Source: an optimization exercise on an open RTL-to-GDS flow (aim: small area, a short achievable clock period and few clock cycles per item). Production flows keep margins and buffers that such runs may drop. In this exercise RTL edits were held to simulation tests only and were not proved equivalent to the original. No activity file was given, so power comes from the tool's default toggle rates.

==> design/flow/constraint.sdc <==
create_clock -name core_clock -period 10.0 [get_ports {clk}]
set_input_delay 2.0000 -clock core_clock [delete_from_list [all_inputs] [get_ports {clk}]]
set_output_delay 2.0000 -clock core_clock [all_outputs]
set_load 0.01 [all_outputs]
==> design/flow/design.v <==
module ts_dequant (
    input  wire        clk,
    input  wire        load,       
    input  wire        step,       
    input  wire [31:0] k,          
    output wire [63:0] result      
);
    reg  [53:0] q;                 
    reg  [6:0]  r;                 
    reg  [10:0] bexp;
    reg [4:0] lz;
    integer i;
    always @* begin
        lz = 5'd0;
        for (i = 0; i < 32; i = i + 1)
            if (k[i]) lz = 5'd31 - i[4:0];
    end
    wire [31:0] kn = k << lz;
    wire        hi = kn[31:25] >= 7'd125;
    wire [6:0] tm;
    wire [127:0] tm_b0 = 128'h1333333333366666666664cccccccccc;
    assign tm[0] = tm_b0[r];
    wire [127:0] tm_b1 = 128'h0f0f0f0f0f0e1e1e1e1e1c3c3c3c3c3c;
    assign tm[1] = tm_b1[r];
    wire [127:0] tm_b2 = 128'h13cc33cc33c8679867986730cf30cf30;
    assign tm[2] = tm_b2[r];
    wire [127:0] tm_b3 = 128'h1c0fc3f03c0f87e0781f87c0f03f0fc0;
    assign tm[3] = tm_b3[r];
    wire [127:0] tm_b4 = 128'h1ff003ffc00ff8007fe007ff003ff000;
    assign tm[4] = tm_b4[r];
    wire [127:0] tm_b5 = 128'h1ffffc00000fffff800007ffffc00000;
    assign tm[5] = tm_b5[r];
    wire [127:0] tm_b6 = 128'h0aaaaaaaaaa55555555552aaaaaaaaaa;
    assign tm[6] = tm_b6[r];
    wire [6:0] tv;
    wire [127:0] tv_b0 = 128'h0cccccccccc9999999999b3333333333;
    assign tv[0] = tv_b0[r];
    wire [127:0] tv_b1 = 128'h03c3c3c3c3c787878787870f0f0f0f0f;
    assign tv[1] = tv_b1[r];
    wire [127:0] tv_b2 = 128'h0cf30cf30cf619e619e61bcc33cc33cc;
    assign tv[2] = tv_b2[r];
    wire [127:0] tv_b3 = 128'h0f03f0fc0f07e1f81e07e3f03c0fc3f0;
    assign tv[3] = tv_b3[r];
    wire [127:0] tv_b4 = 128'h0ffc00fff007fe001ff803ffc00ffc00;
    assign tv[4] = tv_b4[r];
    wire [127:0] tv_b5 = 128'h0fffff000007ffffe00003fffff00000;
    assign tv[5] = tv_b5[r];
    wire [127:0] tv_b6 = 128'h1aaaaaaaaaad5555555556aaaaaaaaaa;
    assign tv[6] = tv_b6[r];
    wire [5:0] fm;
    wire [127:0] fm_b0 = 128'h1333333333366666666664cccccccccc;
    assign fm[0] = fm_b0[r];
    wire [127:0] fm_b1 = 128'h1c3c3c3c3c387878787878f0f0f0f0f0;
    assign fm[1] = fm_b1[r];
    wire [127:0] fm_b2 = 128'h1fc03fc03fc07f807f807f00ff00ff00;
    assign fm[2] = fm_b2[r];
    wire [127:0] fm_b3 = 128'h1fffc0003fff80007fff8000ffff0000;
    assign fm[3] = fm_b3[r];
    wire [127:0] fm_b4 = 128'h1fffffffc00000007fffffff00000000;
    assign fm[4] = fm_b4[r];
    wire [127:0] fm_b5 = 128'h1fffffffffffffff8000000000000000;
    assign fm[5] = fm_b5[r];
    wire [5:0] f1;
    wire [127:0] f1_b0 = 128'h0cccccccccc9999999999b3333333333;
    assign f1[0] = f1_b0[r];
    wire [127:0] f1_b1 = 128'h0f0f0f0f0f0e1e1e1e1e1c3c3c3c3c3c;
    assign f1[1] = f1_b1[r];
    wire [127:0] f1_b2 = 128'h0ff00ff00ff01fe01fe01fc03fc03fc0;
    assign f1[2] = f1_b2[r];
    wire [127:0] f1_b3 = 128'h0ffff0000fffe0001fffe0003fffc000;
    assign f1[3] = f1_b3[r];
    wire [127:0] f1_b4 = 128'h0ffffffff00000001fffffffc0000000;
    assign f1[4] = f1_b4[r];
    wire [127:0] f1_b5 = 128'h0fffffffffffffffe000000000000000;
    assign f1[5] = f1_b5[r];
    wire [5:0] d  = q[53:48];
    wire [7:0] uv = {1'b0, tv} + {2'b00, d};      
    wire [6:0] ut = tm + {1'b0, d};
    wire       ge = uv[7];
    wire [6:0] rn = ge ? uv[6:0] : ut;
    wire [5:0] dg = ge ? f1 : fm;
    always @(posedge clk) begin
        if (load) begin
            r    <= hi ? {2'b00, kn[31:27]} : {1'b0, kn[31:26]};
            q    <= hi ? {kn[26:0], 20'd0, 7'd62} : {kn[25:0], 21'd0, 7'd62};
            bexp <= (k == 32'd0) ? 11'd0 : 11'd1044 + {10'd0, hi} - {6'd0, lz};
        end else if (step) begin
            r    <= rn;
            q    <= {q[47:0], dg};
        end
    end
    assign result = {1'b0, bexp, q[51:0]};
endmodule
module canser_rx (
    input  wire        clk,
    input  wire        rst,
    input  wire        in_valid,
    input  wire [7:0]  in_data,
    output wire        in_ready,
    output wire        out_valid,
    input  wire        out_ready,
    output wire [28:0] out_id,
    output wire [3:0]  out_dlc,
    output wire [63:0] out_data,
    output wire [31:0] out_ts_ms,
    output wire [63:0] out_ts
);
    localparam [7:0] START = 8'hAA;
    localparam [7:0] END   = 8'hBB;
    localparam       BUFN  = 19;         
    localparam [1:0] C_IDLE = 2'd0, C_RUN = 2'd1, C_DONE = 2'd2;
    reg [7:0]      rxb [0:BUFN-1];       
    reg [BUFN-1:0] occ;                  
    reg [4:0]      skip;                 
    reg            held;                 
    reg            ov_q;
    reg            ir_q;
    reg [1:0]      cst;                  
    reg [3:0]      cstep;
    reg [28:0] id_q;
    reg [3:0]  dlc_q;
    reg [63:0] data_q;
    reg [31:0] ts_ms_q;
    wire [7:0] dlc_b    = rxb[5];
    wire       is_start = rxb[0] == START;
    wire       hdr      = occ[10];
    wire       dlc_ok   = dlc_b <= 8'd8;
    wire       id_ok    = rxb[6][7:5] == 3'b000;
    reg [8:0] dsel;
    reg [8:0] endbb;
    integer e;
    always @* begin
        for (e = 0; e < 9; e = e + 1) begin
            dsel[e]  = dlc_b[3:0] == e[3:0];
            endbb[e] = rxb[10 + e] == END;
        end
    end
    wire full   = |(dsel & occ[18:10]);
    wire end_ok = |(dsel & endbb);
    wire scan   = skip == 5'd0;
    wire cwait  = is_start && (!hdr || (dlc_ok && !full));
    wire valid  = is_start && hdr && dlc_ok && full && end_ok && id_ok;
    wire accept = scan && occ[0] && valid && !held;
    wire drop1  = occ[0] && (!scan || !(cwait || (valid && held)));
    wire in_fire = in_valid && ir_q;
    wire xfer    = ov_q && out_ready;
    wire [BUFN:0] occx = {1'b0, occ};
    integer j;
    always @(posedge clk) begin
        for (j = 0; j < BUFN; j = j + 1) begin
            if (in_fire && (drop1 ? (occx[j] && !occx[j + 1])
                                  : (!occx[j] && (j == 0 || occx[j - 1]))))
                rxb[j] <= in_data;
            else if (drop1 && (j < BUFN - 1))
                rxb[j] <= rxb[j + 1];
        end
    end
    wire [BUFN-1:0] occ_n  = drop1 ? (in_fire ? occ : {1'b0, occ[BUFN-1:1]})
                                   : (in_fire ? {occ[BUFN-2:0], 1'b1} : occ);
    wire [4:0]      skip_n = accept ? 5'd10 + {1'b0, dlc_b[3:0]} :
                             (!scan && occ[0]) ? skip - 5'd1 : skip;
    wire            held_n = accept || (held && !xfer);
    wire c_load = (cst == C_IDLE) && !held && occ[4];
    wire c_step = (cst == C_RUN);
    reg  [1:0] cst_n;
    always @* begin
        cst_n = cst;
        if ((!held && drop1 && !accept) || xfer)
            cst_n = C_IDLE;
        else if (c_load)
            cst_n = C_RUN;
        else if (c_step && cstep == 4'd8)
            cst_n = C_DONE;
    end
    always @(posedge clk) begin
        if (rst) begin
            occ   <= {BUFN{1'b0}};
            skip  <= 5'd0;
            held  <= 1'b0;
            ov_q  <= 1'b0;
            ir_q  <= 1'b1;
            cst   <= C_IDLE;
            cstep <= 4'd0;
        end else begin
            occ   <= occ_n;
            skip  <= skip_n;
            held  <= held_n;
            ov_q  <= held_n && (cst_n == C_DONE);
            ir_q  <= !occ_n[BUFN-1] || (skip_n != 5'd0) || !held_n;
            cst   <= cst_n;
            cstep <= c_load ? 4'd0 : c_step ? cstep + 4'd1 : cstep;
        end
    end
    integer k;
    always @(posedge clk) begin
        if (!held) begin
            id_q    <= {rxb[6][4:0], rxb[7], rxb[8], rxb[9]};
            dlc_q   <= dlc_b[3:0];
            ts_ms_q <= {rxb[1], rxb[2], rxb[3], rxb[4]};
            for (k = 0; k < 8; k = k + 1)
                data_q[8*k +: 8] <= (k < dlc_b[3:0]) ? rxb[10 + k] : 8'd0;
        end
    end
    ts_dequant u_dequant (
        .clk    (clk),
        .load   (c_load),
        .step   (c_step),
        .k      ({rxb[1], rxb[2], rxb[3], rxb[4]}),
        .result (out_ts)
    );
    assign in_ready  = ir_q;
    assign out_valid = ov_q;
    assign out_id    = id_q;
    assign out_dlc   = dlc_q;
    assign out_data  = data_q;
    assign out_ts_ms = ts_ms_q;
endmodule
==> design/flow/run.sh <==
#!/bin/bash
# synth_recipe.tcl (not shown) runs the flow's synth.tcl, then flattens the netlist and writes it again
# the make line also repeats each setting of config.mk as NAME=value (left out here)
make -C /OpenROAD-flow-scripts/flow DESIGN_CONFIG=/design/flow/config.mk WORK_HOME=/design/flow/orfs CLKGATE_MAP_FILE= SYNTH_SCRIPT=/design/flow/synth_recipe.tcl finish
==> design/flow/config.mk <==
export PLATFORM = sky130hd
export DESIGN_NAME = canser_rx
export DESIGN_NICKNAME = canser_rx
export VERILOG_FILES = /design/flow/design.v
export SDC_FILE = /design/flow/constraint.sdc
export NUM_CORES = 4
export LEC_CHECK = 0
export CAP_MARGIN = 20
export CORE_MARGIN = 2
export CORE_UTILIZATION = 40
export SETUP_SLACK_MARGIN = 5
export SLEW_MARGIN = 20
==> results.py, run 1 <==
metrics = {
    "clock_network": {
        "tritoncts.num_buffers": 43,
        "cts_tree": "done",
        "htree_levels": 2,
        "clock_latency_ns": 0.59,
        "clock_sinks": 385,
        "cts-root-buf": "clkbuf_16",
        "path_clk_slew_ns": 0.06,
        "cts_buffer_depth": 3,
    },
    "route": {
        "wl_per_cell_um": 22.9,
        "vias_per_cell": 5.86,
        "drtIter0Drc": 1401,
        "drt_pass1_iterations": 5,
        "antenna_left": 0,
        "vias": 16000,
        "drc": 0,
        "wirelength_mm": 62.5,
    },
    "grt": {
        "antenna_found_initial": 0,
        "grt_pass1_vias": 15300,
        "grt_pass1_wl_mm": 94.0,
        "grt_max_degree": 80,
        "overflow": 0,
        "grt_use_total": 0.226,
    },
    "setup_path": {
        "critPathMaxFanout": 32,
        "endpoint_kind": "register",
        "regToRegSetupSlack_ns": 5.22,
        "start_kind": "register",
        "rr_startpoint": "rxb[3][5]",
        "crit_buf_inv": 4,
        "critical-path-top-delay-family": "compound AO/OA/AOI/OAI gates",
        "crit_path_top_delay_cell": "edfxtp_1",
        "ff2ff_path_depth": 18,
        "crit_path_cell_trace": "inv_1, a21o_1, a2111o_1, o211ai_4, buf_12, mux2i_1, o21ai_0, a21oi_1, o21ai_1, o2111ai_4, nor2_4, inv_2, ha_1, inv_1, ha_1, o21ai_0, and2_1, nor2_1",
        "cp.arrival_ns": 5.08,
        "critical-path-max-stage-delay_ns": 0.51,
        "crit_start": "rxb[3][5]",
        "crit_required_ns": 10.30,
        "crit_type": "register to register",
        "r2r-end": "u_dequant.bexp[10]",
    },
    "placed_design": {
        "portBuffers": 205,
        "gp_congestion": 0.964,
        "dp_hpwl_mm": 41.8,
        "post_dp_cell_area_mm2": 0.0233,
        "dp.cells": 2606,
        "dp_slack_ns": 4.38,
    },
    "finish": {
        "layout.cells.most_common_list": "edfxtp_1, clkdlybuf4s50_1, nand2_1, mux2_2, a21oi_1",
        "fillers": 4694,
        "fin_area_mm2": 0.0252,
        "fin_util": 0.491,
        "final_cells": 2730,
        "nets": 2068,
        "drive_gt1_frac": 0.186,
        "antenna_cells": 0,
        "regArea_mm2": 0.0112,
        "area_growth_pct": 21.1,
        "multi_input_area_mm2": 0.00902,
        "final_common_cell": "edfxtp_1",
    },
    "floorplan": {
        "rows": 83,
        "die_area_mm2": 0.0540,
        "initial_utilization": 0.406,
        "io_pins": 207,
        "die_w_um": 232,
        "chipHeight_um": 232,
        "core_mm2": 0.0514,
    },
    "logic_synthesis": {
        "yosysSeqAreaShare": 0.539,
        "ys_types": 103,
        "synth_edf_count": 352,
        "avgSynthCellArea_um2": 11.4,
        "syn-cell-area_mm2": 0.0208,
        "synthFlopType": "edfxtp_1",
        "syn-instance-count": 1827,
        "synth_fp_nets": 1877,
        "ys_ff_latch": 385,
        "yosys_warnings": 4,
        "synth_async_sr_flop_share": 0,
    },
    "sta": {
        "tns_ns": 0,
        "whs_ns": 0.452,
        "setup_ws_ns": 5.22,
        "clock.fmax_mhz": 209,
        "worst_pin_slew_ns": 1.11,
        "setup_viol": 0,
        "slew_viol_final": 0,
        "post-route-period-util": 0.478,
        "rsz0062_at_grt": "true",
        "finalHoldViolations": 0,
        "finClkSkew_ns": 0.0321,
        "relSlewSlack": 0.257,
        "period_needed_ns": 4.78,
    },
    "power_and_ir_drop": {
        "power_leakage_nw": 8.72,
        "max-vdd-ir-drop_uv": 117,
        "power.total_mw": 3.72,
        "power.density_mw_per_mm2": 147,
    },
    "job": {
        "maxCapViolCount": 0,
    },
    "min_path": {
        "whs_endpoint": "id_q[4]",
        "holdPathStages": 0,
        "hp-class": "register to register",
        "worstHoldStart": "rxb[9][4]",
    },
    "status": {
        "status": "timing/DRC/antenna clean",
    },
}
==> sequential cells by signal, summed over array words and instances (netlist names), 5 cells and up <==
name,cells
data_q,64
ts_ms_q,32
id_q,29
u_dequant.bexp,10
u_dequant.r,7
skip,5
occ,19
rxb,152
u_dequant.q,54
==> per-layer routing <==
| layer | GRT usage | up-vias | share of wire |
|---|---|---|---|
| met1 | 0.316 | 7986 | 0.44 |
| li1 | - | 7294 | - |
| met4 | 0.0721 | 0 | 0.030 |
| met5 | 0 | - | 0 |
| met2 | 0.364 | 614 | 0.47 |
| met3 | 0.0311 | 110 | 0.055 |
==> synth_stat cells, types with 37 or more instances <==
library cell,n,share of area
nand2_1,185,0.033
nand3_1,37,0.0089
o21ai_0,108,0.026
mux2_2,155,0.084
edfxtp_1,352,0.51
nor3_1,47,0.011
nor2_1,83,0.015
clkbuf_1,85,0.015
a21oi_1,112,0.027
nor2b_1,65,0.020
and2_1,51,0.015
==> timing repair <==
item                       4_1_cts  5_1_grt
setup endpoints to repair       17       45
pin swaps                        2        3
setup buffers                    3       41
gates cloned                     1        1
hold buffers                     0        0
resized for setup               13       36
==> worst register-to-register path, cell delays in order, from the launching register on <==
cell	delay, ns
edfxtp_1	0.51
inv_1	0.23
a21o_1	0.23
a2111o_1	0.44
o211ai_4	0.19
buf_12	0.24
mux2i_1	0.47
o21ai_0	0.16
a21oi_1	0.34
o21ai_1	0.23
o2111ai_4	0.37
nor2_4	0.07
inv_2	0.12
ha_1	0.19
inv_1	0.05
ha_1	0.19
o21ai_0	0.23
and2_1	0.18
nor2_1	0.04
==> how the worst max path moves through the flow <==
stage / endpoint / slack [ns] / depth (start not counted)
2_1_floorplan: u_dequant.q[4] / 5.61 / 21
3_3_place_gp: ir_q / 4.42 / 11
3_5_place_dp: u_dequant.bexp[4] / 4.38 / 19
4_1_cts: u_dequant.bexp[4] / 5.00 / 19
5_1_grt: u_dequant.bexp[4] / 5.01 / 18
6_report: u_dequant.bexp[10] / 5.22 / 18
==> area by class of cell <==
cell class / instances / share of cell area
Clock buffer: 51 / 0.0442
Tap cell: 680 / 0.0337
Timing Repair Buffer: 276 / 0.104
Multi-Input combinational cell: 1269 / 0.358
Clock inverter: 26 / 0.00872
Inverter: 42 / 0.00709
Sequential cell: 385 / 0.445
Timing Repair inverter: 1 / 0.000198
==> logic make-up (layout without fill, tap and decap cells) <==
| kind of cell | after synthesis | count (layout) | synth area share |
|---|---|---|---|
| fa+ha+maj | 39 | 39 | 0.0240 |
| flops | 385 | 385 | 0.539 |
| buf+inv | 174 | 396 | 0.0380 |
| mux | 188 | 188 | 0.104 |
| compound gates | 450 | 450 | 0.146 |
| other cells | 1 | 1 | 0.000180 |
| xor+xnor | 21 | 21 | 0.00882 |
| simple gates | 569 | 570 | 0.140 |
==> report_power, final <==
part | switching, mW | total [mW] | internal (mW)
Combinational | 0.203 | 0.349 | 0.146
Sequential | 0.0473 | 1.86 | 1.81
Clock | 0.674 | 1.51 | 0.836
Testbench counts, summed over its fixed seeds: cycles 32,299, messages 1,995.
==> run 2, diff against run 1 <==
--- a/design/flow/design.v
+++ b/design/flow/design.v
@@ -5,2 +5,3 @@
     input  wire [31:0] k,          
+    input  wire [4:0]  lz,         
     output wire [63:0] result      
@@ -10,11 +11,6 @@
     reg  [10:0] bexp;
-    reg [4:0] lz;
-    integer i;
-    always @* begin
-        lz = 5'd0;
-        for (i = 0; i < 32; i = i + 1)
-            if (k[i]) lz = 5'd31 - i[4:0];
-    end
     wire [31:0] kn = k << lz;
     wire        hi = kn[31:25] >= 7'd125;
+    wire [10:0] e0 = 11'd1044 - {6'd0, lz};
+    wire [10:0] e1 = 11'd1045 - {6'd0, lz};
     wire [6:0] tm;
@@ -85,3 +81,3 @@
             q    <= hi ? {kn[26:0], 20'd0, 7'd62} : {kn[25:0], 21'd0, 7'd62};
-            bexp <= (k == 32'd0) ? 11'd0 : 11'd1044 + {10'd0, hi} - {6'd0, lz};
+            bexp <= (k == 32'd0) ? 11'd0 : hi ? e1 : e0;
         end else if (step) begin
@@ -113,4 +109,13 @@
     reg [BUFN-1:0] occ;                  
+    reg [BUFN-1:0] pres;
+    integer p;
+    always @* begin
+        pres[0] = occ[0];
+        for (p = 1; p < BUFN; p = p + 1)
+            pres[p] = pres[p - 1] && occ[p];
+    end
     reg [4:0]      skip;                 
+    reg            skz;                  
     reg            held;                 
+    reg            tsv;                  
     reg            ov_q;
@@ -123,9 +128,9 @@
     reg [31:0] ts_ms_q;
+    reg [4:0]  lz_q;
     wire [7:0] dlc_b    = rxb[5];
     wire       is_start = rxb[0] == START;
-    wire       hdr      = occ[10];
-    wire       dlc_ok   = dlc_b <= 8'd8;
+    wire       hdr      = pres[10];
     wire       id_ok    = rxb[6][7:5] == 3'b000;
-    reg [8:0] dsel;
-    reg [8:0] endbb;
+    wire       h_ok     = id_ok && held;
+    reg [8:0] dsel, fulls, fstay;
     integer e;
@@ -133,32 +138,38 @@
         for (e = 0; e < 9; e = e + 1) begin
-            dsel[e]  = dlc_b[3:0] == e[3:0];
-            endbb[e] = rxb[10 + e] == END;
-        end
-    end
-    wire full   = |(dsel & occ[18:10]);
-    wire end_ok = |(dsel & endbb);
-    wire scan   = skip == 5'd0;
-    wire cwait  = is_start && (!hdr || (dlc_ok && !full));
-    wire valid  = is_start && hdr && dlc_ok && full && end_ok && id_ok;
-    wire accept = scan && occ[0] && valid && !held;
-    wire drop1  = occ[0] && (!scan || !(cwait || (valid && held)));
+            dsel[e]  = dlc_b == e[7:0];
+            fulls[e] = dsel[e] && pres[10 + e];
+            fstay[e] = fulls[e] && (rxb[10 + e] == END);
+        end
+    end
+    wire dlc_ok = |dsel;
+    wire full   = |fulls;
+    wire valid  = is_start && hdr && (|fstay) && id_ok;
+    wire accept = occ[0] && !skz && valid && !held;
+    wire drop1  = occ[0] && (skz || !is_start || (hdr && (!dlc_ok || (full && !((|fstay) && h_ok)))));
     wire in_fire = in_valid && ir_q;
     wire xfer    = ov_q && out_ready;
-    wire [BUFN:0] occx = {1'b0, occ};
+    wire [BUFN-1:0] mv = {BUFN{drop1}} | ~pres;
     integer j;
     always @(posedge clk) begin
-        for (j = 0; j < BUFN; j = j + 1) begin
-            if (in_fire && (drop1 ? (occx[j] && !occx[j + 1])
-                                  : (!occx[j] && (j == 0 || occx[j - 1]))))
-                rxb[j] <= in_data;
-            else if (drop1 && (j < BUFN - 1))
+        for (j = 0; j < BUFN - 1; j = j + 1)
+            if (mv[j])
                 rxb[j] <= rxb[j + 1];
-        end
-    end
-    wire [BUFN-1:0] occ_n  = drop1 ? (in_fire ? occ : {1'b0, occ[BUFN-1:1]})
-                                   : (in_fire ? {occ[BUFN-2:0], 1'b1} : occ);
+        if (mv[BUFN-1])
+            rxb[BUFN-1] <= in_data;
+    end
+    wire [BUFN-1:0] occ_n = (mv & {in_fire, occ[BUFN-1:1]}) | (~mv & occ);
+    wire            skip1  = skip == 5'd1;
     wire [4:0]      skip_n = accept ? 5'd10 + {1'b0, dlc_b[3:0]} :
-                             (!scan && occ[0]) ? skip - 5'd1 : skip;
+                             (skz && occ[0]) ? skip - 5'd1 : skip;
+    wire            skz_n  = accept || (skz && !(skip1 && occ[0]));
     wire            held_n = accept || (held && !xfer);
-    wire c_load = (cst == C_IDLE) && !held && occ[4];
+    wire [31:0] ts_b = {rxb[1], rxb[2], rxb[3], rxb[4]};
+    reg  [4:0]  lz_b;
+    integer i;
+    always @* begin
+        lz_b = 5'd0;
+        for (i = 0; i < 32; i = i + 1)
+            if (ts_b[i]) lz_b = 5'd31 - i[4:0];
+    end
+    wire c_load = (cst == C_IDLE) && tsv;
     wire c_step = (cst == C_RUN);
@@ -178,3 +189,5 @@
             skip  <= 5'd0;
+            skz   <= 1'b0;
             held  <= 1'b0;
+            tsv   <= 1'b0;
             ov_q  <= 1'b0;
@@ -186,5 +199,7 @@
             skip  <= skip_n;
+            skz   <= skz_n;
             held  <= held_n;
+            tsv   <= !held && pres[4] && !(drop1 && !accept);
             ov_q  <= held_n && (cst_n == C_DONE);
-            ir_q  <= !occ_n[BUFN-1] || (skip_n != 5'd0) || !held_n;
+            ir_q  <= !(&occ_n) || skz_n || !held_n;
             cst   <= cst_n;
@@ -198,3 +213,4 @@
             dlc_q   <= dlc_b[3:0];
-            ts_ms_q <= {rxb[1], rxb[2], rxb[3], rxb[4]};
+            ts_ms_q <= ts_b;
+            lz_q    <= lz_b;
             for (k = 0; k < 8; k = k + 1)
@@ -207,3 +223,4 @@
         .step   (c_step),
-        .k      ({rxb[1], rxb[2], rxb[3], rxb[4]}),
+        .k      (ts_ms_q),
+        .lz     (lz_q),
         .result (out_ts)
==> design/flow/flow/run.sh (new file) <==
#!/bin/bash
set -euo pipefail
cd "$(dirname "$0")/.."
bash standard.sh SETUP_SLACK_MARGIN=7 'BUFFER_PORTS_ARGS=-buffer_cell sky130_fd_sc_hd__buf_1' finish > standard.log 2>&1
==> design/flow/standard.sh (new file) <==
#!/bin/bash
# synth_recipe.tcl (not shown) runs the flow's synth.tcl, then flattens the netlist and writes it again
# the make line also repeats each setting of config.mk as NAME=value (left out here)
make -C /OpenROAD-flow-scripts/flow DESIGN_CONFIG=/design/flow/config.mk WORK_HOME=/design/flow/orfs CLKGATE_MAP_FILE= SYNTH_SCRIPT=/design/flow/synth_recipe.tcl "${@:-finish}"
--- a/design/flow/config.mk
+++ b/design/flow/config.mk
@@ -9,4 +9,3 @@
 export CORE_MARGIN = 2
-export CORE_UTILIZATION = 40
-export SETUP_SLACK_MARGIN = 5
+export CORE_UTILIZATION = 55
 export SLEW_MARGIN = 20
removed: design/flow/run.sh
==> run 2 against run 1 <==
- clock-buffer cell count fell by 4
- synthesized cell count fell by 16%
- first-iteration DRC count fell by 11%
- cell area fell by 2.8%
- flip-flop and latch count rose by 7
- synthesized area fell by 8.9%
- clock skew fell by 0.0071 ns
- fmax rose by 29%
- die area fell by 33%
- global-route usage rose by 5.0 points
- critical endpoint is now u_dequant.q[2]
- largest power group unchanged
==> results.py, run 2 <==
metrics = {
    "clock_network": {
        "cts-root-buf": "clkbuf_16",
        "clock_latency_ns": 0.57,
        "cts_tree": "done",
        "path_clk_slew_ns": 0.06,
        "cts_buffer_depth": 3,
        "tritoncts.num_buffers": 41,
        "htree_levels": 2,
        "clock_sinks": 392,
        "cts_hold_buffers": 0,
    },
    "logic_synthesis": {
        "yosysMostFrequentCell": "edfxtp_1",
        "synth_fp_nets": 1590,
        "yosys.area.top_type": "edfxtp_1",
        "yosys_warnings": 3,
        "synth_async_sr_flop_share": 0,
        "synth_area_leaders": "edfxtp_1, dfxtp_1, mux4_2",
        "synthFlopType": "edfxtp_1",
        "syn-instance-count": 1541,
        "avgSynthCellArea_um2": 12.3,
        "syn-cell-area_mm2": 0.0190,
        "synth_edf_count": 357,
        "ys_types": 85,
        "ys_ff_latch": 392,
        "synth_top_area_share": 0.564,
        "ys_top_cells_by_count": "edfxtp_1, nand2_1, nor2_1",
        "yosysSeqAreaShare": 0.601,
    },
    "job": {
        "maxCapViolCount": 0,
    },
    "sta": {
        "clock.fmax_mhz": 271,
        "finalHoldViolations": 0,
        "relSlewSlack": 0.242,
        "period_needed_ns": 3.69,
        "slew_viol_final": 0,
        "setup_ws_ns": 6.31,
        "tns_ns": 0,
        "finClkSkew_ns": 0.0250,
        "post-route-period-util": 0.369,
        "worst_pin_slew_ns": 1.13,
        "setup_viol": 0,
        "rsz0062_at_grt": "true",
    },
    "setup_path": {
        "rr_startpoint": "u_dequant.r[0]",
        "crit_path_cell_trace": "buf_6, inv_6, ha_4, nor2b_4, nor2_2, a21oi_2, nor2_1, a31oi_1, o22ai_1, or3_1, o21ai_2, ha_4, inv_2, o21a_4, a211oi_4, maj3_2, nand2_2, mux2i_1, o21ai_1, a211o_1",
        "critical-path-max-stage-delay_ns": 0.52,
        "start_kind": "register",
        "r2r-end": "u_dequant.q[2]",
        "cp_common_cell": "ha_4",
        "crit_required_ns": 10.30,
        "crit_path_top_delay_cell": "edfxtp_1",
        "cp.arrival_ns": 3.99,
        "ff2ff_path_depth": 20,
        "endpoint_kind": "register",
        "crit_type": "register to register",
        "critPathMaxFanout": 4,
        "regToRegSetupSlack_ns": 6.31,
    },
    "power_and_ir_drop": {
        "power.switching_mw": 0.839,
        "power.density_mw_per_mm2": 150,
        "p_comb_frac": 0.082,
        "max-vdd-ir-drop_uv": 198,
        "power_leakage_nw": 9.34,
        "clockPowerShare": 0.403,
        "power.total_mw": 3.69,
        "swShare": 0.228,
        "p_int_mw": 2.85,
        "pwr-share-seq": 0.515,
    },
    "placed_design": {
        "gp_congestion": 0.948,
        "dp_hpwl_mm": 32.2,
        "dp_slack_ns": 5.53,
        "portBuffers": 205,
    },
    "grt": {
        "grt_max_degree": 79,
        "grt_pass1_vias": 13900,
        "grt_use_total": 0.277,
        "grt_pass1_wl_mm": 77.6,
        "overflow": 0,
        "antenna_found_initial": 0,
    },
    "min_path": {
        "whs_endpoint": "rxb[8][1]",
        "holdPathStages": 0,
        "worstHoldStart": "rxb[9][1]",
        "hp-class": "register to register",
    },
    "finish": {
        "fin_util": 0.715,
        "top_regs": "rxb x152, data_q x64, u_dequant.q x54",
        "regMostFlops": "rxb",
        "largest_reg_flops": 152,
        "drive_gt1_frac": 0.339,
        "layout.cells.most_common_list": "edfxtp_1, buf_4, clkbuf_2, nand2_1, nor2_1",
        "final_common_cell": "edfxtp_1",
        "fillers": 2407,
        "nets": 1975,
        "area_growth_pct": 29.1,
        "antenna_cells": 0,
    },
    "floorplan": {
        "die_w_um": 190,
        "initial_utilization": 0.554,
        "die_area_mm2": 0.0361,
        "core_mm2": 0.0343,
        "chipHeight_um": 190,
        "rows": 68,
        "io_pins": 207,
    },
    "route": {
        "drt_pass1_iterations": 6,
        "vias_per_cell": 6.04,
        "drc": 0,
        "wl_per_cell_um": 21.5,
        "drtIter0Drc": 1253,
        "vias": 14600,
        "wirelength_mm": 51.8,
        "antenna_left": 0,
    },
    "status": {
        "status": "timing/DRC/antenna clean",
    },
}
==> run 2: per-stage QoR <==
stage | instance area, um^2 | hold WS [ns] | cells
after global routing | 24500 | 0.451 | 2413
after global placement | 20100 | 0.425 | 2130
after detailed placement | 20100 | 0.430 | 2130
after CTS | 23500 | 0.443 | 2362
final | 24500 | 0.443 | 2413
after floorplan | 19200 | 0.421 | 1541
==> run 2: worst max path at each step <==
stage	from	endpoint	slack, ns	cells past startpoint
after global placement	u_dequant.r[1]	u_dequant.q[2]	5.64	18
after CTS	u_dequant.r[0]	u_dequant.q[2]	6.33	20
after detailed placement	u_dequant.r[1]	u_dequant.q[2]	5.53	19
after global routing	u_dequant.r[0]	u_dequant.q[2]	6.18	20
final	u_dequant.r[0]	u_dequant.q[2]	6.31	20
after floorplan	held	cst[0]	6.11	9
==> run 2: power by group through the flow <==
stage	clock (mW)	combinational (mW)	sequential [mW]
2_1_floorplan	0	0.117	1.93
3_3_place_gp	0	0.181	1.94
3_5_place_dp	0	0.182	1.94
4_1_cts	1.52	0.268	1.90
5_1_grt	1.57	0.319	1.90
6_report	1.49	0.303	1.90
==> run 2: cell families (layout without fill, tap and decap cells) <==
kind of cell               count (synthesis)  in the layout  synth area share
xor gates and xnor gates                  21             21           0.00968
muxes                                     72             72            0.0642
adders and majority gates                 39             39            0.0262
buffers and inverters                    144            556            0.0362
AOI/OAI and AO/OA                        322            322             0.113
and+or+nand+nor                          550            555             0.150
other                                      1              1          0.000197
DFF                                      392            392             0.601
==> run 2: routing by layer <==
metal	global-route usage	vias to the layer above	wire (um)
li1	-	6655	-
met1	0.357	7106	20700
met2	0.464	643	25700
met3	0.0380	166	3040
met4	0.135	0	2380
met5	0	-	0
==> run 2: worst max-delay path: cells and delay by family (launching register included) <==
family | cells | cell delay [ns]
and+or+nand+nor | 5 | 0.72
DFF | 1 | 0.52
adders and majority gates | 3 | 0.74
AOI/OAI and AO/OA | 8 | 1.00
muxes | 1 | 0.18
buffers and inverters | 3 | 0.29
==> run 2: what timing repair did <==
action / CTS / global route
pin swaps: 56 / 55
buffers inserted: 145 / 48
gates resized for setup: 203 / 239
setup endpoints to repair: 404 / 354
gates cloned: 12 / 3
==> run 2: cell type report <==
| type | count | area (um^2) | area share |
|---|---|---|---|
| repair inverters | 1 | 5.00 | 0.000204 |
| clock inverters | 28 | 251 | 0.0103 |
| clock buffers | 47 | 1070 | 0.0436 |
| multi-input cells | 1010 | 7860 | 0.320 |
| well taps | 455 | 569 | 0.0232 |
| repair buffers | 427 | 3100 | 0.126 |
| inverters | 53 | 244 | 0.00995 |
| flip-flops and latches | 392 | 11400 | 0.466 |
Testbench counts of run 2, summed over its fixed seeds: cycles 32,532, messages 1,995.
==> run 3, diff against run 2 <==
--- a/design/flow/config.mk
+++ b/design/flow/config.mk
@@ -10,2 +10,6 @@
 export CORE_UTILIZATION = 55
+export CTS_BUF_LIST = sky130_fd_sc_hd__clkbuf_8
+export CTS_CLUSTER_DIAMETER = 60
+export CTS_CLUSTER_SIZE = 15
 export SLEW_MARGIN = 20
+export TNS_END_PERCENT = 20
==> run 3 against run 2 <==
- total power fell by 17%
- die area did not move
- wire length fell by 3.1%
- flip-flop and latch count did not move
- register-to-register slack improved by 0.04 ns
- first-iteration DRC count fell by 0.56%
- clock skew rose by 0.017 ns
- synthesized cell count did not move
- cell area fell by 5.8%
- non-clock buffer count fell by 50
- clock power fell by 42%
- worst hold slack improved by 0.0075 ns
- largest power group unchanged
==> results.py, run 3 <==
metrics = {
    "route": {
        "drtIter0Drc": 1246,
        "drt_pass1_iterations": 6,
        "antenna_left": 0,
        "vias_per_cell": 6.06,
        "drc": 0,
        "vias": 14200,
        "wirelength_mm": 50.2,
        "wl_per_cell_um": 21.4,
    },
    "min_path": {
        "hp-class": "register to register",
    },
    "status": {
        "status": "timing/DRC/antenna clean",
    },
    "finish": {
        "area_growth_pct": 21.6,
        "nets": 1919,
        "regMostFlops": "rxb",
        "drive_gt1_frac": 0.226,
        "antenna_cells": 0,
        "top_regs": "rxb x152, data_q x64, u_dequant.q x54",
        "fin_area_mm2": 0.0231,
        "largest_reg_flops": 152,
        "final_cells": 2349,
        "fillers": 2541,
        "final_common_cell": "edfxtp_1",
        "layout.cells.most_common_list": "edfxtp_1, buf_1, nand2_1, buf_4, nor2_1",
    },
    "clock_network": {
        "clock_sinks": 392,
        "tritoncts.num_buffers": 34,
        "clock_latency_ns": 0.57,
        "cts_buffer_depth": 3,
        "cts_hold_buffers": 0,
        "path_clk_slew_ns": 0.10,
        "cts_tree": "done",
        "cts-root-buf": "clkbuf_8",
        "htree_levels": 2,
    },
    "job": {
        "maxCapViolCount": 0,
    },
    "logic_synthesis": {
        "ys_top_cells_by_count": "edfxtp_1, nand2_1, nor2_1",
        "syn-instance-count": 1541,
        "syn-cell-area_mm2": 0.0190,
        "yosys.area.top_type": "edfxtp_1",
        "avgSynthCellArea_um2": 12.3,
        "synth_top_area_share": 0.564,
        "synthFlopType": "edfxtp_1",
        "synth_fp_nets": 1590,
        "yosysSeqAreaShare": 0.601,
        "ys_ff_latch": 392,
        "yosysMostFrequentCell": "edfxtp_1",
        "synth_async_sr_flop_share": 0,
        "synth_edf_count": 357,
        "ys_types": 85,
        "yosys_warnings": 3,
        "synth_area_leaders": "edfxtp_1, dfxtp_1, mux4_2",
    },
    "power_and_ir_drop": {
        "p_int_mw": 2.32,
        "swShare": 0.240,
        "p_comb_frac": 0.091,
        "max-vdd-ir-drop_uv": 124,
        "power.switching_mw": 0.730,
        "pwr-share-seq": 0.623,
        "power.density_mw_per_mm2": 132,
        "power_leakage_nw": 8.37,
        "clockPowerShare": 0.286,
    },
    "sta": {
        "relSlewSlack": 0.234,
        "finalHoldViolations": 0,
        "setup_ws_ns": 6.35,
        "tns_ns": 0,
        "setup_viol": 0,
        "clock.fmax_mhz": 274,
        "worst_pin_slew_ns": 1.15,
        "slew_viol_final": 0,
        "rsz0062_at_grt": "true",
        "period_needed_ns": 3.65,
        "post-route-period-util": 0.365,
        "finClkSkew_ns": 0.0417,
    },
    "floorplan": {
        "core_mm2": 0.0343,
        "rows": 68,
        "die_w_um": 190,
        "die_area_mm2": 0.0361,
        "io_pins": 207,
        "chipHeight_um": 190,
        "initial_utilization": 0.554,
    },
    "setup_path": {
        "critPathMaxFanout": 5,
        "crit_required_ns": 10.26,
        "ff2ff_path_depth": 20,
        "rr_startpoint": "u_dequant.r[0]",
        "regToRegSetupSlack_ns": 6.35,
        "endpoint_kind": "register",
        "r2r-end": "u_dequant.q[3]",
        "crit_type": "register to register",
        "endpoint": "u_dequant.q[3]",
        "crit_start": "u_dequant.r[0]",
        "start_kind": "register",
        "cp.arrival_ns": 3.91,
    },
    "placed_design": {
        "portBuffers": 205,
        "gp_congestion": 0.948,
        "post_dp_cell_area_mm2": 0.0201,
        "dp_hpwl_mm": 32.2,
        "dp_slack_ns": 5.53,
        "dp.cells": 2130,
    },
    "grt": {
        "grt_use_total": 0.266,
        "overflow": 0,
        "antenna_found_initial": 0,
        "grt_pass1_wl_mm": 75.1,
        "grt_pass1_vias": 13400,
        "grt_max_degree": 79,
    },
}
==> run 3: cell count changes in the layout (fill, tap and decap cells not counted), sizes merged <==
cell,previous run,this run
clkbuf,195,49
buf,279,360
inv,48,66
clkinv,19,5
bufbuf,0,3
bufinv,3,0
clkinvlp,12,9
==> run 3: worst max-delay path: stages, from the launching register on <==
cell,delay [ns]
edfxtp_1,0.50
buf_6,0.17
inv_6,0.06
ha_4,0.15
nor2b_4,0.15
nor2_2,0.05
a21oi_2,0.09
nor2_1,0.05
a31oi_1,0.16
o22ai_1,0.11
or3_1,0.37
o21ai_2,0.11
ha_4,0.23
inv_2,0.06
o21a_4,0.14
a211oi_4,0.04
buf_4,0.16
buf_6,0.12
maj3_1,0.33
a31oi_1,0.23
o21ai_1,0.08
==> run 3: area by class of cell <==
| class | instances | area [um^2] | share of cell area |
|---|---|---|---|
| flip-flops and latches | 392 | 11400 | 0.494 |
| multi-input cells | 1010 | 7750 | 0.335 |
| repair buffers | 377 | 2490 | 0.108 |
| well taps | 455 | 569 | 0.0246 |
| clock buffers | 35 | 482 | 0.0208 |
| inverters | 53 | 244 | 0.0106 |
| clock inverters | 25 | 138 | 0.00596 |
| repair inverters | 2 | 10.0 | 0.000433 |
==> run 3: worst min path at each step <==
stage,from,endpoint,depth (start not counted)
2_1_floorplan,rxb[9][0],id_q[0],0
3_3_place_gp,rxb[9][1],id_q[1],0
3_5_place_dp,rxb[9][1],id_q[1],0
4_1_cts,rxb[9][1],rxb[8][1],0
5_1_grt,rxb[6][0],rxb[5][0],0
6_report,rxb[8][1],id_q[9],0
==> run 3: cell families after synthesis <==
family | share of synthesized area
buffers and inverters | 0.0362
DFF | 0.601
xor gates and xnor gates | 0.00968
other | 0.000197
AOI/OAI and AO/OA | 0.113
and+or+nand+nor | 0.150
adders and majority gates | 0.0262
muxes | 0.0642
==> run 3: routing by layer <==
layer  routed length (um)  part of all wire  GRT usage
met1                20100              0.40      0.350
met2                25000              0.50      0.449
met3                 2980             0.059     0.0363
met4                 2090             0.042      0.110
met5                    0                 0          0
==> run 3: power by group through the flow <==
stage / logic, mW / clock network [mW] / registers [mW]
finish: 0.278 / 0.870 / 1.90
floorplan: 0.117 / 0 / 1.93
CTS: 0.237 / 0.897 / 1.90
global route: 0.294 / 0.951 / 1.91
global placement: 0.181 / 0 / 1.94
detailed placement: 0.182 / 0 / 1.94
==> run 3: stage by stage <==
step / total power [mW] / hold slack (ns) / utilization
floorplan: 2.05 / 0.421 / -
global placement: 2.12 / 0.425 / 0.587
detailed placement: 2.12 / 0.430 / 0.587
CTS: 3.04 / 0.452 / 0.648
global route: 3.15 / 0.464 / 0.674
finish: 3.05 / 0.451 / 0.674
==> run 3: what timing repair did <==
| action | in CTS | in global routing |
|---|---|---|
| setup endpoints to repair | 404 | 354 |
| hold endpoints to repair | 0 | 0 |
| pin swaps | 55 | 45 |
| gates resized for setup | 164 | 91 |
| cloned | 10 | 3 |
| setup buffers | 79 | 67 |
==> run 4, diff against run 3 <==
==> design/flow/flow/run.sh (replaced) <==
#!/bin/bash
set -euo pipefail
cd "$(dirname "$0")/.."
bash standard.sh SETUP_SLACK_MARGIN=6.5 'BUFFER_PORTS_ARGS=-buffer_cell sky130_fd_sc_hd__buf_1' finish > standard.log 2>&1
--- a/design/flow/config.mk
+++ b/design/flow/config.mk
@@ -14,2 +14 @@
 export SLEW_MARGIN = 20
-export TNS_END_PERCENT = 20
==> run 4 against run 3 <==
- total power decreased by 0.61%
- cell area fell by 4.8%
- critical path depth down 2
- synthesized cell count did not move
- clock skew shrank 0.0089 ns
- largest cell class unchanged
- die area stayed put
- first-iteration DRC count is 38% higher
- combinational power is 26% lower
- synthesized area unchanged
==> results.py, run 4 <==
metrics = {
    "status": {
        "status": "timing/DRC/antenna clean",
    },
    "grt": {
        "antenna_found_initial": 1,
        "grt_pass1_vias": 12900,
        "grt_max_degree": 79,
        "overflow": 0,
        "grt_use_total": 0.263,
        "grt_pass1_wl_mm": 73.3,
    },
    "floorplan": {
        "core_mm2": 0.0343,
        "die_w_um": 190,
        "initial_utilization": 0.554,
        "chipHeight_um": 190,
        "io_pins": 207,
        "die_area_mm2": 0.0361,
        "rows": 68,
    },
    "logic_synthesis": {
        "synth_top_area_share": 0.564,
        "ys_top_cells_by_count": "edfxtp_1, nand2_1, nor2_1",
        "syn-instance-count": 1541,
        "avgSynthCellArea_um2": 12.3,
        "yosys.area.top_type": "edfxtp_1",
        "ys_ff_latch": 392,
        "synth_area_leaders": "edfxtp_1, dfxtp_1, mux4_2",
        "yosys_warnings": 3,
        "synth_edf_count": 357,
        "ys_types": 85,
        "yosysMostFrequentCell": "edfxtp_1",
        "synthFlopType": "edfxtp_1",
        "syn-cell-area_mm2": 0.0190,
        "yosysSeqAreaShare": 0.601,
        "synth_fp_nets": 1590,
        "synth_async_sr_flop_share": 0,
    },
    "finish": {
        "top_regs": "rxb x152, data_q x64, u_dequant.q x54",
        "area_growth_pct": 15.8,
        "fin_util": 0.642,
        "layout.cells.most_common_list": "edfxtp_1, buf_1, nand2_1, nor2_1, buf_4",
        "regMostFlops": "rxb",
        "nets": 1842,
        "largest_reg_flops": 152,
        "drive_gt1_frac": 0.156,
        "final_common_cell": "edfxtp_1",
    },
    "clock_network": {
        "clock_latency_ns": 0.61,
        "htree_levels": 2,
        "path_clk_slew_ns": 0.09,
        "cts-root-buf": "clkbuf_8",
        "clock_sinks": 392,
        "cts_buffer_depth": 3,
        "cts_tree": "done",
        "cts_hold_buffers": 0,
        "tritoncts.num_buffers": 35,
    },
    "sta": {
        "rsz0062_at_grt": "true",
        "finClkSkew_ns": 0.0328,
        "worst_pin_slew_ns": 1.07,
        "finalHoldViolations": 0,
        "slew_viol_final": 0,
        "period_needed_ns": 3.71,
        "post-route-period-util": 0.371,
        "relSlewSlack": 0.280,
        "setup_viol": 0,
        "clock.fmax_mhz": 270,
        "tns_ns": 0,
    },
    "setup_path": {
        "crit_start": "u_dequant.r[0]",
        "critPathMaxFanout": 4,
        "endpoint_kind": "register",
        "rr_startpoint": "u_dequant.r[0]",
        "crit_type": "register to register",
        "ff2ff_path_depth": 18,
        "crit_path_cell_trace": "inv_2, ha_4, inv_4, nor2_1, nor2_1, xnor2_1, a2bb2oi_1, o22a_1, o21ai_1, ha_1, a21oi_2, o21a_1, a211oi_4, maj3_2, nand2_2, mux2i_1, o21ai_1, a211o_1",
        "critical-path-max-stage-delay_ns": 0.50,
        "crit_required_ns": 10.37,
        "regToRegSetupSlack_ns": 6.29,
        "cp.arrival_ns": 4.08,
        "endpoint": "u_dequant.q[2]",
        "r2r-end": "u_dequant.q[2]",
        "start_kind": "register",
        "crit_path_top_delay_cell": "edfxtp_1",
    },
    "power_and_ir_drop": {
        "max-vdd-ir-drop_uv": 128,
        "power_leakage_nw": 7.78,
        "power.density_mw_per_mm2": 138,
    },
    "route": {
        "wl_per_cell_um": 21.7,
        "drc": 0,
        "vias": 14000,
        "antenna_left": 0,
        "vias_per_cell": 6.16,
        "drtIter0Drc": 1722,
        "wirelength_mm": 49.3,
        "drt_pass1_iterations": 5,
    },
    "placed_design": {
        "gp_congestion": 0.891,
        "dp_hpwl_mm": 32.0,
        "portBuffers": 205,
    },
    "min_path": {
        "hp-class": "register to register",
    },
    "job": {
        "maxCapViolCount": 0,
    },
}
-- run 4: cell counts after synthesis --
No cell type changed its count.
-- run 4: report_power, final --
part	internal (mW)	switching (mW)
clock network	0.373	0.548
registers	1.85	0.0537
logic	0.0842	0.123
-- run 4: logic make-up (layout without fill, tap and decap cells) --
logic type,count (synthesis),in the layout,synth area share
adders and majority gates,39,39,0.0262
buffers and inverters,144,415,0.0362
AOI/OAI and AO/OA,322,322,0.113
muxes,72,72,0.0642
and+or+nand+nor,550,553,0.150
DFF,392,392,0.601
other,1,2,0.000197
xor gates and xnor gates,21,21,0.00968
-- run 4: critical path, delay by kind of cell, from the launching register on --
kind / cells / cell delay, ns
compound gates: 8 / 1.16
xor+xnor: 1 / 0.19
fa+ha+maj: 3 / 0.95
buf+inv: 2 / 0.15
flops: 1 / 0.50
mux: 1 / 0.18
simple gates: 3 / 0.32
-- run 4: final cells by class --
cell class	instances	area (um^2)
fillers	2750	12300
flip-flops and latches	392	11400
multi-input cells	1008	7380
repair buffers	302	1720
well taps	455	569
clock buffers	36	495
inverters	53	253
clock inverters	23	154
repair inverters	1	11.3
diodes	1	2.50
-- run 4: worst min-delay path by stage --
stage                     cells past startpoint      start        end
after floorplan                               0  rxb[9][0]    id_q[0]
after global placement                        0  rxb[8][7]   id_q[15]
after detailed placement                      0  rxb[7][6]   id_q[22]
after CTS                                     0  rxb[7][6]  rxb[6][6]
after global routing                          0  rxb[8][5]   id_q[13]
final                                         0  rxb[7][4]   id_q[20]
-- run 4: what timing repair did --
action | CTS | global route
pin swaps | 34 | 22
setup buffers | 50 | 26
gates cloned | 3 | 5
endpoints found under the setup margin | 141 | 90
hold endpoints to repair | 0 | 0
resized for setup | 82 | 58
-- run 4: through the flow --
| step | total power [mW] | hold WS (ns) | instances | worst slack [ns] | area, um^2 |
|---|---|---|---|---|---|
| global route | 3.13 | 0.462 | 2270 | 6.13 | 22000 |
| detailed placement | 2.12 | 0.430 | 2127 | 5.43 | 20000 |
| finish | 3.03 | 0.448 | 2271 | 6.29 | 22000 |
| CTS | 3.04 | 0.452 | 2239 | 6.32 | 21400 |
| global placement | 2.12 | 0.425 | 2127 | 5.52 | 20000 |
| floorplan | 2.05 | 0.421 | 1541 | 6.11 | 19100 |
-- run 4: metal layers --
| layer | GRT usage | share of wire | up-vias | routed length (um) |
|---|---|---|---|---|
| li1 | - | - | 6376 | - |
| met4 | 0.0963 | 0.030 | 0 | 1490 |
| met2 | 0.428 | 0.49 | 664 | 24100 |
| met1 | 0.360 | 0.41 | 6846 | 20300 |
| met3 | 0.0413 | 0.071 | 111 | 3490 |
| met5 | 0 | 0 | - | 0 |
==> run 5, diff against run 4 <==
--- a/design/flow/config.mk
+++ b/design/flow/config.mk
@@ -10,5 +10,2 @@
 export CORE_UTILIZATION = 55
-export CTS_BUF_LIST = sky130_fd_sc_hd__clkbuf_8
-export CTS_CLUSTER_DIAMETER = 60
-export CTS_CLUSTER_SIZE = 15
 export SLEW_MARGIN = 20
==> run 5 against run 4 <==
- synthesized cell count stayed put
- sequential share of layout area fell by 1.1 points
- sequential power about the same
- via count is essentially flat
- critical path type unchanged
- largest cell class unchanged
- largest power group unchanged
- highest routed layer unchanged
==> results.py, run 5 <==
metrics = {
    "power_and_ir_drop": {
        "p_comb_frac": 0.058,
        "power.total_mw": 3.62,
        "max-vdd-ir-drop_uv": 136,
        "power.switching_mw": 0.814,
        "power.density_mw_per_mm2": 161,
        "pwr-share-seq": 0.526,
        "power_leakage_nw": 7.97,
        "swShare": 0.225,
        "clockPowerShare": 0.417,
        "p_int_mw": 2.80,
    },
    "sta": {
        "slew_viol_final": 0,
        "relSlewSlack": 0.307,
        "post-route-period-util": 0.363,
        "setup_viol": 0,
        "tns_ns": 0,
        "finalHoldViolations": 0,
        "worst_pin_slew_ns": 1.03,
        "rsz0062_at_grt": "true",
        "clock.fmax_mhz": 275,
        "period_needed_ns": 3.63,
        "finClkSkew_ns": 0.0209,
        "whs_ns": 0.443,
    },
    "setup_path": {
        "start_kind": "register",
        "critPathMaxFanout": 4,
        "crit_type": "register to register",
        "crit_required_ns": 10.30,
        "cp.arrival_ns": 3.94,
        "endpoint_kind": "register",
    },
    "logic_synthesis": {
        "synth_async_sr_flop_share": 0,
        "yosys.area.top_type": "edfxtp_1",
        "synth_top_area_share": 0.564,
        "synthFlopType": "edfxtp_1",
        "synth_edf_count": 357,
        "yosys_warnings": 3,
        "yosysMostFrequentCell": "edfxtp_1",
        "avgSynthCellArea_um2": 12.3,
        "syn-instance-count": 1541,
        "yosysSeqAreaShare": 0.601,
        "syn-cell-area_mm2": 0.0190,
        "ys_top_cells_by_count": "edfxtp_1, nand2_1, nor2_1",
        "synth_fp_nets": 1590,
        "ys_types": 85,
        "synth_area_leaders": "edfxtp_1, dfxtp_1, mux4_2",
        "ys_ff_latch": 392,
    },
    "placed_design": {
        "post_dp_cell_area_mm2": 0.0200,
        "portBuffers": 205,
        "dp_hpwl_mm": 32.0,
        "gp_congestion": 0.891,
    },
    "finish": {
        "drive_gt1_frac": 0.153,
        "final_common_cell": "edfxtp_1",
        "area_growth_pct": 18.4,
        "fin_area_mm2": 0.0225,
        "layout.cells.most_common_list": "edfxtp_1, buf_1, nand2_1, nor2_1, a21oi_1",
        "regMostFlops": "rxb",
        "nets": 1831,
        "top_regs": "rxb x152, data_q x64, u_dequant.q x54",
        "largest_reg_flops": 152,
    },
    "route": {
        "drt_pass1_iterations": 5,
        "antenna_left": 0,
        "vias": 14000,
        "wirelength_mm": 49.2,
        "drtIter0Drc": 1582,
        "drc": 0,
        "vias_per_cell": 6.16,
        "wl_per_cell_um": 21.7,
    },
    "clock_network": {
        "cts_tree": "done",
        "clock_latency_ns": 0.55,
        "tritoncts.num_buffers": 42,
        "clock_sinks": 392,
        "cts_hold_buffers": 0,
        "cts-root-buf": "clkbuf_16",
        "htree_levels": 2,
        "cts_buffer_depth": 3,
        "path_clk_slew_ns": 0.06,
    },
    "floorplan": {
        "die_w_um": 190,
        "chipHeight_um": 190,
        "die_area_mm2": 0.0361,
        "io_pins": 207,
        "initial_utilization": 0.554,
        "core_mm2": 0.0343,
        "rows": 68,
    },
    "min_path": {
        "hp-class": "register to register",
    },
    "grt": {
        "overflow": 0,
        "grt_pass1_wl_mm": 73.6,
        "antenna_found_initial": 1,
        "grt_max_degree": 79,
        "grt_pass1_vias": 13000,
        "grt_use_total": 0.264,
    },
    "status": {
        "status": "timing/DRC/antenna clean",
    },
    "job": {
        "maxCapViolCount": 0,
    },
}
==> run 5: cell counts after synthesis <==
No cell type changed its count.
==> run 5: cell type report <==
type	count	area, um^2
diodes	1	2.50
clock buffers	49	1100
clock inverters	26	234
fillers	2690	11800
inverters	53	245
multi-input cells	1008	7360
flip-flops and latches	392	11400
well taps	455	569
repair buffers	284	1560
repair inverters	1	8.76
==> run 5: worst paths after layout <==
kind | to | cells after the start | slack, ns | start
setup / recovery | u_dequant.q[2] | 16 | 6.37 | u_dequant.r[0]
hold / removal | id_q[7] | 0 | 0.44 | rxb[9][7]
setup reg to reg | u_dequant.q[2] | 16 | 6.37 | u_dequant.r[0]
hold reg to reg | id_q[7] | 0 | 0.44 | rxb[9][7]
==> run 5: layer usage <==
metal  vias to the layer above  wire length (um)  track usage
met2                       640             24200        0.430
met5                         -                 0            0
met4                         0              1490       0.0936
li1                       6369                 -            -
met3                       108              3460       0.0426
met1                      6867             20100        0.361
==> run 5: kinds of logic (layout without fill, tap and decap cells) <==
group | after synthesis | in the layout | share of synthesized area
other cells | 1 | 2 | 0.000197
simple gates | 550 | 553 | 0.150
fa+ha+maj | 39 | 39 | 0.0262
buf+inv | 144 | 413 | 0.0362
flops | 392 | 392 | 0.601
xor+xnor | 21 | 21 | 0.00968
compound gates | 322 | 322 | 0.113
mux | 72 | 72 | 0.0642
==> run 5: per-stage QoR <==
stage / cells / utilization / setup slack (ns)
6_report: 2269 / 0.656 / 6.37
5_1_grt: 2268 / 0.656 / 6.17
4_1_cts: 2251 / 0.644 / 6.38
3_5_place_dp: 2127 / 0.584 / 5.43
3_3_place_gp: 2127 / 0.584 / 5.52
2_1_floorplan: 1541 / - / 6.11
==> run 5: power groups by stage <==
| stage | clock network [mW] | registers, mW | logic, mW |
|---|---|---|---|
| 2_1_floorplan | 0 | 1.93 | 0.117 |
| 3_3_place_gp | 0 | 1.94 | 0.188 |
| 3_5_place_dp | 0 | 1.94 | 0.188 |
| 4_1_cts | 1.53 | 1.90 | 0.201 |
| 5_1_grt | 1.59 | 1.91 | 0.223 |
| 6_report | 1.51 | 1.90 | 0.208 |
==> run 5: repair_timing <==
item	in CTS	in global routing
endpoints found under the setup margin	141	81
gates cloned	4	5
pin swaps	28	24
resized for setup	80	53
buffers inserted	45	12
==> run 5: worst max-delay path, stage by stage, from the launching register on <==
cell      delay, ns
edfxtp_1       0.52
inv_2          0.15
ha_4           0.22
mux2_4         0.26
a311oi_2       0.29
a22o_1         0.23
ha_2           0.19
a21o_1         0.14
a21oi_2        0.08
o21a_4         0.23
a211oi_4       0.22
maj3_2         0.25
nand2_2        0.06
buf_4          0.13
xnor2_1        0.12
nor4_1         0.06
a211o_1        0.23
==> run 6, diff against run 5 <==
==> design/flow/flow/run.sh (replaced) <==
#!/bin/bash
set -euo pipefail
cd "$(dirname "$0")/.."
bash standard.sh SETUP_SLACK_MARGIN=8 TNS_END_PERCENT=0 'BUFFER_PORTS_ARGS=-buffer_cell sky130_fd_sc_hd__buf_1' finish > standard.log 2>&1
==> run 6 against run 5 <==
- sequential share of layout area is 0.68 points higher
- still clean
- register-to-register slack worse by 0.14 ns
- die area is the same
- cell area is 1.3% lower
- sequential power about the same
- critical path depth increased by 3
- total power fell by 1.1%
- fmax decreased by 3.6%
- critical path type unchanged
- worst setup slack worse by 0.14 ns
==> results.py, run 6 <==
metrics = {
    "sta": {
        "relSlewSlack": 0.309,
        "setup_ws_ns": 6.23,
        "finalHoldViolations": 0,
        "worst_pin_slew_ns": 1.03,
        "slew_viol_final": 0,
        "finClkSkew_ns": 0.0260,
        "rsz0062_at_grt": "true",
        "period_needed_ns": 3.77,
        "tns_ns": 0,
        "whs_ns": 0.442,
        "post-route-period-util": 0.377,
        "setup_viol": 0,
        "clock.fmax_mhz": 265,
    },
    "finish": {
        "regArea_mm2": 0.0114,
        "top_regs": "rxb x152, data_q x64, u_dequant.q x54",
        "nets": 1825,
        "antenna_cells": 0,
        "final_common_cell": "edfxtp_1",
        "area_growth_pct": 16.8,
        "fin_util": 0.647,
        "regMostFlops": "rxb",
        "largest_reg_flops": 152,
        "fillers": 2657,
        "final_cells": 2263,
        "layout.cells.most_common_list": "edfxtp_1, buf_1, nand2_1, nor2_1, a21oi_1",
        "drive_gt1_frac": 0.137,
        "multi_input_area_mm2": 0.00721,
    },
    "logic_synthesis": {
        "ys_ff_latch": 392,
        "yosysMostFrequentCell": "edfxtp_1",
        "synth_fp_nets": 1590,
        "yosysSeqAreaShare": 0.601,
        "yosys.area.top_type": "edfxtp_1",
        "synth_async_sr_flop_share": 0,
        "avgSynthCellArea_um2": 12.3,
        "synth_edf_count": 357,
        "syn-instance-count": 1541,
        "ys_types": 85,
        "ys_top_cells_by_count": "edfxtp_1, nand2_1, nor2_1",
        "synth_area_leaders": "edfxtp_1, dfxtp_1, mux4_2",
        "synthFlopType": "edfxtp_1",
        "syn-cell-area_mm2": 0.0190,
        "synth_top_area_share": 0.564,
        "yosys_warnings": 3,
    },
    "placed_design": {
        "dp_slack_ns": 5.36,
        "portBuffers": 205,
        "dp_hpwl_mm": 32.0,
        "dp.cells": 2128,
        "gp_congestion": 0.899,
    },
    "setup_path": {
        "critical-path-top-delay-family": "compound AO/OA/AOI/OAI gates",
        "critical-path-max-stage-delay_ns": 0.48,
        "crit_buf_inv": 3,
        "cp.arrival_ns": 4.09,
        "crit_type": "register to register",
        "endpoint_kind": "register",
        "start_kind": "register",
        "cp_common_cell": "o21ai_1",
        "crit_path_cell_trace": "buf_6, ha_4, inv_2, ha_4, inv_1, o21ai_1, o21ai_1, nand2_1, o21ai_2, ha_1, a21o_1, a21oi_2, o21a_1, a211oi_4, maj3_2, nand2_2, mux2i_1, o21ai_1, a211o_1",
        "critPathMaxFanout": 5,
        "crit_required_ns": 10.32,
        "crit_path_top_delay_cell": "edfxtp_1",
    },
    "route": {
        "drt_pass1_iterations": 5,
        "wirelength_mm": 48.0,
        "vias": 13900,
        "vias_per_cell": 6.12,
        "drc": 0,
        "wl_per_cell_um": 21.2,
        "antenna_left": 0,
        "drtIter0Drc": 1455,
    },
    "clock_network": {
        "clock_sinks": 392,
        "path_clk_slew_ns": 0.06,
        "cts-root-buf": "clkbuf_16",
        "clock_latency_ns": 0.58,
        "cts_tree": "done",
        "htree_levels": 2,
        "tritoncts.num_buffers": 42,
        "cts_buffer_depth": 3,
    },
    "power_and_ir_drop": {
        "power.density_mw_per_mm2": 161,
        "max-vdd-ir-drop_uv": 166,
        "power_leakage_nw": 7.87,
    },
    "grt": {
        "grt_pass1_vias": 12900,
        "grt_max_degree": 78,
        "grt_use_total": 0.266,
        "grt_pass1_wl_mm": 74.1,
        "overflow": 0,
        "antenna_found_initial": 1,
    },
    "floorplan": {
        "io_pins": 207,
        "initial_utilization": 0.554,
        "chipHeight_um": 190,
        "rows": 68,
        "core_mm2": 0.0343,
        "die_area_mm2": 0.0361,
        "die_w_um": 190,
    },
    "job": {
        "maxCapViolCount": 0,
    },
    "status": {
        "status": "timing/DRC/antenna clean",
    },
    "min_path": {
        "hp-class": "register to register",
    },
}
run 6: cell families (layout without fill, tap and decap cells):
group,after synthesis,count (layout),share of synthesized area
simple gates,550,552,0.150
flops,392,392,0.601
compound gates,322,322,0.113
buf+inv,144,409,0.0362
mux,72,72,0.0642
fa+ha+maj,39,39,0.0262
xor+xnor,21,21,0.00968
other cells,1,1,0.000197
run 6: power breakdown:
group | internal, mW | switching (mW)
combinational | 0.0814 | 0.120
clock | 0.834 | 0.641
sequential | 1.85 | 0.0524
run 6: worst paths after layout:
| kind | startpoint | to | slack [ns] | depth (start not counted) |
|---|---|---|---|---|
| worst max register to register | u_dequant.r[1] | u_dequant.q[2] | 6.23 | 19 |
| worst min-delay path | rxb[7][0] | id_q[16] | 0.44 | 0 |
| worst min register to register | rxb[7][0] | id_q[16] | 0.44 | 0 |
| worst max-delay path | u_dequant.r[1] | u_dequant.q[2] | 6.23 | 19 |
run 6: worst register-to-register path: cells and delay by family, from the launching register on:
| kind | cells | cell delay [ns] |
|---|---|---|
| AND/OR/NAND/NOR | 2 | 0.18 |
| AO/OA/AOI/OAI | 9 | 1.32 |
| flip-flops | 1 | 0.48 |
| buffers and inverters | 3 | 0.34 |
| adder cells (fa/ha/maj) | 4 | 1.00 |
| multiplexers | 1 | 0.19 |
run 6: cell type report:
class	instances	area share
Sequential cell	392	0.515
Multi-Input combinational cell	1007	0.325
Timing Repair Buffer	280	0.0658
Clock buffer	50	0.0487
Tap cell	455	0.0256
Clock inverter	26	0.0101
Inverter	53	0.0101
run 6: per-layer routing:
layer / GRT usage / up-vias / wire [um]
met5: 0 / - / 13
li1: - / 6351 / -
met1: 0.368 / 6807 / 19900
met4: 0.0975 / 2 / 1480
met3: 0.0382 / 99 / 3110
met2: 0.431 / 599 / 23400
run 6: per-stage QoR:
stage	instance area [um^2]	total power, mW
finish	22200	3.58
global route	22200	3.69
CTS	22000	3.60
detailed placement	20000	2.12
global placement	20000	2.12
floorplan	19100	2.05
run 6: what timing repair did:
| item | 4_1_cts | 5_1_grt |
|---|---|---|
| setup endpoints to repair | 520 | 570 |
| buffers inserted | 50 | 6 |
| endpoints found under the hold margin | 0 | 0 |
| pin swaps | 25 | 23 |
| gates resized for setup | 72 | 28 |
| hold buffers | 0 | 0 |
| gates cloned | 3 | 0 |

-- static timing again, ports no longer ideal --
No port has a modelled driver above. Below, the same layouts with a new extraction and two added sets of constraints. Step 1 (the two cells are an assumption about what drives the block):
set clk [get_ports {clk}]
set_driving_cell -lib_cell sky130_fd_sc_hd__clkbuf_16 $clk
set_driving_cell -lib_cell sky130_fd_sc_hd__buf_2 [delete_from_list [all_inputs] $clk]
Step 2 adds t to the input delays and takes it off the output delays; t is the mean of the earliest and latest rising clock arrival at the registers after step 1. Input paths then give back, and output paths get back, about the clock's delay inside the block. a / b / c = ideal ports / drivers / drivers and shift; a / b = the first two.
run | t, ns | setup WS [ns] | worst data-port slew with drivers (ns)
run 1 | 0.638 | 5.225 / 5.225 / 5.225 | 0.06
run 2 | 0.607 | 6.310 / 6.310 / 6.310 | 0.04
run 3 | 0.593 | 6.351 / 6.351 / 6.351 | 0.04
run 4 | 0.646 | 6.291 / 6.291 / 6.291 | 0.06
run 5 | 0.597 | 6.368 / 6.368 / 6.368 | 0.06
run 6 | 0.623 | 6.230 / 6.230 / 6.230 | 0.07
After both steps every run listed still meets setup and hold.
